What follows belongs to an exercise in optimizing a design on an open flow for small area, a short achievable clock period and few clock cycles per item; a production flow would make more cautious choices.
Function was checked by simulation only, so behaviour that the tests miss may differ from the original.
Power and IR drop assume default switching activity.

<file path="flow/run.sh">
#!/bin/bash
# synth_recipe.tcl (not shown) runs the flow's synth.tcl, then flattens the netlist and writes it again
# the make line also repeats each setting of config.mk as NAME=value (left out here)
make -C /OpenROAD-flow-scripts/flow DESIGN_CONFIG=/design/flow/config.mk WORK_HOME=/design/flow/orfs CLKGATE_MAP_FILE= SYNTH_SCRIPT=/design/flow/synth_recipe.tcl finish
</file>
<file path="flow/config.mk">
export PLATFORM = sky130hd
export DESIGN_NAME = fpalu
export DESIGN_NICKNAME = fpalu
export VERILOG_FILES = /design/flow/design.v
export SDC_FILE = /design/flow/constraint.sdc
export NUM_CORES = 4
export LEC_CHECK = 0
export CAP_MARGIN = 20
export CORE_MARGIN = 2
export CORE_UTILIZATION = 40
export SLEW_MARGIN = 20
</file>
<file path="flow/constraint.sdc">
create_clock -name core_clock -period 22.0 [get_ports {clk}]
set_input_delay 4.4000 -clock core_clock [delete_from_list [all_inputs] [get_ports {clk}]]
set_output_delay 4.4000 -clock core_clock [all_outputs]
set_load 0.01 [all_outputs]
</file>
<file path="flow/design.v">
module fpalu_add (
    input  wire [31:0] a,
    input  wire [31:0] b,
    input  wire        a_ge,      
    input  wire        mag_eq,    
    output reg  [31:0] y
);
    localparam [31:0] SENT = 32'hFFFFFFFF;
    wire a_special = (a == SENT) || (a[30:0] == 31'h7F800000);
    wire b_special = (b == SENT) || (b[30:0] == 31'h7F800000);
    wire a_zero    = (a[30:0] == 31'd0);
    wire b_zero    = (b[30:0] == 31'd0);
    wire cancel    = mag_eq && (a[31] != b[31]);
    wire [7:0]  ea = a[30:23];
    wire [7:0]  eb = b[30:23];
    wire        s_big = a_ge ? a[31] : b[31];
    wire [7:0]  e_big = a_ge ? ea : eb;
    wire [23:0] m_big = {1'b1, a_ge ? a[22:0] : b[22:0]};
    wire [23:0] m_sml = {1'b1, a_ge ? b[22:0] : a[22:0]};
    wire [7:0]  diff  = a_ge ? (ea - eb) : (eb - ea);
    wire        sub   = a[31] ^ b[31];
    wire [4:0]  shamt = (diff[7:5] != 3'd0) ? 5'd31 : diff[4:0];
    wire [27:0] sh0 = {m_sml, 4'b0000};
    wire [27:0] sh1 = shamt[0] ? {1'b0,  sh0[27:1]}  : sh0;
    wire [27:0] sh2 = shamt[1] ? {2'b0,  sh1[27:2]}  : sh1;
    wire [27:0] sh3 = shamt[2] ? {4'b0,  sh2[27:4]}  : sh2;
    wire [27:0] sh4 = shamt[3] ? {8'b0,  sh3[27:8]}  : sh3;
    wire [27:0] sh5 = shamt[4] ? {16'b0, sh4[27:16]} : sh4;
    wire sticky = (shamt[2] & (|sh2[3:0])) | (shamt[3] & (|sh3[7:0])) |
                  (shamt[4] & (|sh4[15:0]));
    wire [27:0] x_sml = {sh5[27:1], sh5[0] | sticky};
    wire [27:0] x_big = {m_big, 4'b0000};
    wire [28:0] x_sum = {1'b0, x_big} + ({1'b0, x_sml} ^ {29{sub}}) + {28'd0, sub};
    wire [4:0]  lz;
    wire [28:0] z0 = x_sum;
    assign lz[4] = (z0[28:13] == 16'd0);
    wire [28:0] z1 = lz[4] ? {z0[12:0], 16'd0} : z0;
    assign lz[3] = (z1[28:21] == 8'd0);
    wire [28:0] z2 = lz[3] ? {z1[20:0], 8'd0} : z1;
    assign lz[2] = (z2[28:25] == 4'd0);
    wire [28:0] z3 = lz[2] ? {z2[24:0], 4'd0} : z2;
    assign lz[1] = (z3[28:27] == 2'd0);
    wire [28:0] z4 = lz[1] ? {z3[26:0], 2'd0} : z3;
    assign lz[0] = ~z4[28];
    wire [28:0] z  = lz[0] ? {z4[27:0], 1'b0} : z4;
    wire signed [9:0] e_norm = $signed({2'b00, e_big}) + 10'sd1 - $signed({5'd0, lz});
    wire        round_up = z[4] & ((|z[3:0]) | s_big);
    wire [30:0] packed_ef   = {e_norm[7:0], z[27:5]} + {30'd0, round_up};
    wire range_bad = (e_norm < 10'sd1) || (e_norm > 10'sd254) || (packed_ef[30:23] == 8'hFF);
    always @(*) begin
        if (a_special || b_special)
            y = SENT;
        else if (a_zero)
            y = b;
        else if (b_zero)
            y = a;
        else if (cancel)
            y = 32'h00000000;
        else if (range_bad)
            y = SENT;
        else
            y = {s_big, packed_ef};
    end
endmodule
module fpalu_mul (
    input  wire [31:0] a,
    input  wire [31:0] b,
    output reg  [31:0] y
);
    localparam [31:0] SENT = 32'hFFFFFFFF;
    wire a_special = (a == SENT) || (a[30:0] == 31'h7F800000);
    wire b_special = (b == SENT) || (b[30:0] == 31'h7F800000);
    wire a_zero    = (a[30:0] == 31'd0);
    wire b_zero    = (b[30:0] == 31'd0);
    wire        s = a[31] ^ b[31];
    wire [47:0] p = {1'b1, a[22:0]} * {1'b1, b[22:0]};
    wire signed [9:0] e0 = $signed({2'b00, a[30:23]}) + $signed({2'b00, b[30:23]}) - 10'sd127;
    wire signed [9:0] e1 = $signed({2'b00, a[30:23]}) + $signed({2'b00, b[30:23]}) - 10'sd126;
    wire bad0 = (e0 < 10'sd1) || (e0 > 10'sd254);
    wire bad1 = (e1 < 10'sd1) || (e1 > 10'sd254);
    wire        bad  = p[47] ? bad1 : bad0;
    wire [7:0]  e    = p[47] ? e1[7:0] : e0[7:0];
    wire [22:0] frac = p[47] ? p[46:24] : p[45:23];
    always @(*) begin
        if (a_special || b_special)
            y = SENT;
        else if (a_zero || b_zero)
            y = {s, 31'd0};
        else if (bad)
            y = SENT;
        else
            y = {s, e, frac};
    end
endmodule
module fpalu_intround (
    input  wire [31:0] a,
    output reg  [31:0] floor_y,
    output reg  [31:0] ceil_y,
    output reg  [31:0] round_y
);
    wire       s = a[31];
    wire [7:0] e = a[30:23];
    wire is_small = (e < 8'd127);    
    wire is_whole = (e >= 8'd150);   
    wire [4:0]  ip    = e[4:0] - 5'd31;           
    wire [22:0] fmask = 23'h7FFFFF >> ip;
    wire [30:0] trunc    = {a[30:23], a[22:0] & ~fmask};
    wire        has_frac = |(a[22:0] & fmask);
    wire [30:0] inc      = {a[30:23], a[22:0] | fmask} + 31'd1;
    wire [31:0] mag_down = is_small ? 32'h00000000 : is_whole ? a : {s, trunc};
    wire [31:0] mag_up   = is_small ? {s, 31'h3F800000} :
                           (is_whole || !has_frac) ? a : {s, inc};
    wire [22:0] half = fmask ^ {1'b0, fmask[22:1]};    
    wire        k1   = (e == 8'd126) ? 1'b1 : |(a[22:0] & half);
    wire        k0   = (e == 8'd126) ? a[22] : |(a[22:0] & {1'b0, half[22:1]});
    wire        near = (e >= 8'd126) && (e <= 8'd149);
    wire        up   = near && k1 && (k0 || s);
    always @(*) begin
        floor_y = is_small ? (s ? 32'hBF800000 : 32'h00000000) : mag_down;
        ceil_y  = is_small ? (s ? 32'h00000000 : 32'h3F800000) : mag_up;
        round_y = up ? mag_up : mag_down;
    end
endmodule
module fpalu_less (
    input  wire [31:0] a,
    input  wire [31:0] b,
    output wire        a_ge,      
    output wire        mag_eq,    
    output wire        a_lt_b,    
    output wire        b_lt_a     
);
    assign a_ge   = (a[30:0] >= b[30:0]);
    assign mag_eq = (a[30:0] == b[30:0]);
    wire mag_lt = ~a_ge;              
    wire mag_gt = a_ge & ~mag_eq;     
    assign a_lt_b = (a[31] != b[31]) ? a[31] : (a[31] ? mag_gt : mag_lt);
    assign b_lt_a = (a[31] != b[31]) ? b[31] : (b[31] ? mag_lt : mag_gt);
endmodule
module fpalu (
    input  wire        clk,
    input  wire        rst,           
    input  wire        in_valid,
    output wire        in_ready,
    input  wire [4:0]  in_op,
    input  wire [31:0] in_a,
    input  wire [31:0] in_b,
    output reg         out_valid,
    output reg  [31:0] out_result
);
    localparam OP_MOVE  = 5'd2;
    localparam OP_FADD  = 5'd3;
    localparam OP_FSUB  = 5'd4;
    localparam OP_FNEG  = 5'd5;
    localparam OP_FMUL  = 5'd6;
    localparam OP_FLOOR = 5'd8;
    localparam OP_CEIL  = 5'd9;
    localparam OP_ROUND = 5'd10;
    localparam OP_FABS  = 5'd11;
    localparam OP_FINV  = 5'd12;
    localparam OP_MIN   = 5'd13;
    localparam OP_MAX   = 5'd14;
    assign in_ready = 1'b1;
    reg        v0;
    reg [4:0]  op;
    reg [31:0] a, b;
    always @(posedge clk) begin
        if (rst) v0 <= 1'b0;
        else     v0 <= in_valid;
        op <= in_op;
        a  <= in_a;
        b  <= in_b;
    end
    wire [31:0] add_res;
    wire [31:0] mul_res;
    wire [31:0] floor_res;
    wire [31:0] ceil_res;
    wire [31:0] round_res;
    wire        a_ge, mag_eq, a_less_b, b_less_a;
    fpalu_less u_less (
        .a      (a),
        .b      (b),
        .a_ge   (a_ge),
        .mag_eq (mag_eq),
        .a_lt_b (a_less_b),
        .b_lt_a (b_less_a)
    );
    wire [31:0] add_b = {b[31] ^ (op == OP_FSUB), b[30:0]};
    fpalu_add u_add (
        .a      (a),
        .b      (add_b),
        .a_ge   (a_ge),
        .mag_eq (mag_eq),
        .y      (add_res)
    );
    fpalu_mul u_mul (
        .a (a),
        .b (b),
        .y (mul_res)
    );
    fpalu_intround u_intround (
        .a       (a),
        .floor_y (floor_res),
        .ceil_y  (ceil_res),
        .round_y (round_res)
    );
    reg [31:0] result;
    always @(*) begin
        case (op)
            OP_MOVE:  result = a;
            OP_FADD:  result = add_res;
            OP_FSUB:  result = add_res;
            OP_FNEG:  result = a ^ 32'h80000000;
            OP_FMUL:  result = mul_res;
            OP_FLOOR: result = floor_res;
            OP_CEIL:  result = ceil_res;
            OP_ROUND: result = round_res;
            OP_FABS:  result = a & 32'h7FFFFFFF;
            OP_FINV:  result = a ^ 32'h80000000;
            OP_MIN:   result = b_less_a ? b : a;
            OP_MAX:   result = a_less_b ? b : a;
            default:  result = 32'h00000000;
        endcase
    end
    always @(posedge clk) begin
        if (rst) out_valid <= 1'b0;
        else     out_valid <= v0;
        out_result <= result;
    end
endmodule
</file>
==> summary.md <==
| Metric | Value |
|---|---|
| Outcome | `no timing/DRC/antenna violations` |
| Core area | `89,600 µm²` |
| Reg-to-Reg End | `out_result[15]` |
| All-Layer GR Usage | `30.4%` |
| GRT met1 Usage | `40.7%` |
| Largest area contributor in the netlist | `fa_1` |
| Final setup skew | `0.0331 ns` |
| Worst R2R Setup Slack | `5.63 ns` |
| LEAKAGE | `17.4 nW` |
| First-pass DRT Iterations | `9` |
| WHS | `0.448 ns` |
| Routed Wire Length | `141,000 µm` |
| Synthesized area | `36,000 µm²` |
| Min-Delay Path Class | `reg -> reg` |
| Syn avg cell area | `7.65 µm²` |
| Final ANT Viol Nets | `0` |
| EDFF count, synth | `0` |
| CTS resizes | `0` |
| Cts bufs inserted | `9` |
| Most numerous cell in the Yosys netlist | `inv_1` |
| Largest net degree at the start of global routing | `69` |
| YS warnings | `4` |
| Worst-Skew Late Latency | `0.44 ns` |
| Global route overflow | `0` |
| Max Slew Vio Count | `0` |
| CP dominant cell by count | `ha_1` |
| Worst slew margin | `21.6%` |
| Critical Path Sink | `out_result[15]` |
| Post-route DRC | `0` |
| Critical path's slowest cell | `mux2i_2` |
| Final Cell Area | `38,300 µm²` |
| CP max FO | `68` |
| Synthesized flop and latch total | `103` |
| Diodes inserted | `0` |
| Drt wl/cell | `24.5 µm` |
| Final min period | `16.37 ns` |
| Slew @ Worst Pin | `1.17 ns` |
| FFs w/ async S/R, synth | `0%` |
| MaxCap Viol Count | `0` |
| H-tree Lvls | `3` |
| Critical path endpoint category | `flip-flop` |
| Via count | `34,800` |
| Worst-path clk slew | `0.10 ns` |
| Synth cell count leaders | `inv_1 (617), nand2_1 (588), fa_1 (484)` |
| Met2 Use GR | `47.4%` |
| Period utilisation layout | `74.4%` |
| DP HPWL | `103,000 µm` |
| GR peak layer | `met2` |
| Cells after Synth | `4,708` |
| Sequential share of the synthesized area | `5.73%` |
| Die X-Extent | `304 µm` |
| RSZ-0062 raised after global routing | `no` |
| Endpoints failing setup | `0` |
| Global-route wire length before repair | `217,000 µm` |
| Tot Pwr | `6.88 mW` |
| CTS Hold Bufs | `0` |
| Hold Fails Final Rpt | `0` |
| Worst vdd ir | `0.303 mV` |
| Post-layout util | `42.7%` |
| Max stage delay on crit path | `0.94 ns` |
| Peak Freq | `61.1 MHz` |
| NumNets Final | `5,426` |
| Clk buf depth | `2` |
| Leading post-synthesis cells by cell area | `fa_1 (27%), ha_1 (9.9%), inv_1 (6.4%), nand2_1 (6.1%), dfxtp_1 (5.7%)` |
| Critical path arrival | `16.71 ns` |
| # Post-CTS Setup Buffers | `0` |
| Area grow syn2layout | `6.33%` |
| PD cells | `180 nW/µm²` |
| Worst Setup Start Kind | `flip-flop` |
| Met3 global-route usage | `6.69%` |
| Vias in the first global route | `34,600` |
| DR iter-0 viols | `3,628` |
| Synth cell types | `122` |
| IO Port Bufs | `104` |
| Die Span Y | `304 µm` |
| Share of the synthesized area in the top cell type | `26.9%` |
| Clock net sink count | `103` |
| Critical path type | `reg -> reg` |
| DR vias/cell | `6.04` |
| Clock root buffer | `clkbuf_16` |
| GP Congestion | `1.00` |
| Total die area | `92,400 µm²` |
| Reg-to-reg startpoint | `a[23]` |
| Layout cells sized above 1 | `5.23%` |
| CTS tree | `built` |
| Starting density of the core | `40.2%` |
| Antenna violations before repair | `4` |
| Cell Area, Placed | `38,000 µm²` |
| Row count | `110` |
| Worst Path Required | `22.35 ns` |
| Boundary Pins | `106` |
| Syn nets | `5,549` |
| Worst reg-to-reg path cell count | `49` |
| Setup TNS | `0 ns` |
| CP Launch Point | `a[23]` |
| Top FF cell, synth | `dfxtp_1` |
## through the flow
step	instances	setup WS [ns]
floorplan	4708	10.02
global placement	5750	6.36
detailed placement	5750	6.13
CTS	5766	6.07
global route	5766	4.62
finish	5766	5.63
## kinds of logic after synthesis
| kind of cell | Yosys count | share of synthesized area (%) |
|---|---|---|
| flops | 103 | 5.73 |
| compound gates | 1016 | 18.7 |
| buf+inv | 960 | 10.3 |
| fa+ha+maj | 769 | 36.8 |
| mux | 140 | 4.10 |
| xor+xnor | 147 | 3.62 |
| simple gates | 1572 | 20.8 |
| other cells | 1 | 0.0104 |
## flip-flops by register name, summed over array words and instances, names as in the netlist
signal and cells:
a 32, b 32, out_result 32, op 5, out_valid 1, v0 1
## per-layer routing
metal,share of wire [%],vias to the layer above
li1,-,15500
met1,41,17200
met2,44,1830
met3,10,352
met4,4.9,4
met5,0.016,-
## placed cells by master, fill, tap and decap left out, types with 35 or more instances in the layout
master / synthesis / layout
and2_1: 195 / 195
nand3_1: 96 / 96
a21oi_1: 263 / 263
fa_1: 484 / 484
a21o_1: 56 / 56
a211oi_1: 37 / 37
or3_1: 36 / 36
nand2_1: 588 / 588
mux2i_1: 108 / 106
buf_4: 7 / 97
nand2b_1: 35 / 35
nor3_1: 108 / 107
inv_1: 617 / 617
clkdlybuf4s50_1: 0 / 104
nand4_1: 36 / 36
xnor2_1: 110 / 107
o21ai_0: 237 / 237
dfxtp_1: 103 / 84
ha_1: 285 / 285
a31oi_1: 39 / 39
o211ai_1: 60 / 60
nor2_1: 320 / 319
## worst max-delay path, delay by kind of cell (launching register included)
family                   cells  cell delay (ns)
AND/OR/NAND/NOR             17             4.98
AO/OA/AOI/OAI               14             4.12
buffers and inverters        9             2.96
adder cells (fa/ha/maj)      4             1.73
multiplexers                 2             1.17
flip-flops                   1             0.68
XOR/XNOR                     3             0.57
## area by class of cell
type / count / area [µm²]
Fill cell: 9202 / 51300
Multi-Input combinational cell: 3645 / 30300
Inverter: 625 / 2350
Sequential cell: 103 / 2090
Timing Repair Buffer: 201 / 1770
Tap cell: 1176 / 1470
Clock buffer: 9 / 225
Clock inverter: 7 / 98.8
## how the worst min path moves through the flow
stage	from	cells past startpoint	endpoint
2_1_floorplan	v0	1	out_valid
3_3_place_gp	v0	1	out_valid
3_5_place_dp	v0	1	out_valid
4_1_cts	v0	1	out_valid
5_1_grt	v0	1	out_valid
6_report	v0	1	out_valid
## report_power, final
part	switching (mW)	total, mW	internal (mW)
combinational	3.77	6.43	2.67
clock	0.115	0.200	0.0847
sequential	0.0354	0.247	0.211
Testbench counts, summed over its fixed seeds: cycles 40,016, items 40,000.

-- re-timing with driven ports --
The results above use ideal ports. As a check the final layout listed here was re-extracted and re-timed, cells and wires unchanged. Step 1, drivers: a clkbuf_16 drives clk and a buf_2 each remaining input, both assumed. Step 2 moves the port delays by t, midway between the first and last clock arrival at a register: inputs arrive t later, outputs are due t later. That takes back most of the time a late clock gives input paths. a / b / c = ideal ports / drivers / drivers and shift; a / b = the first two.
t, ns: 0.500
setup slack, ns: 5.634 / 5.634 / 5.634
worst setup path after step 2: register to register
worst data-port slew with drivers (ns): 0.05
After both steps setup and hold are still met in this run. The setup slack of this run moves by 0.000 ns with the drivers and by 0.000 ns with both steps.
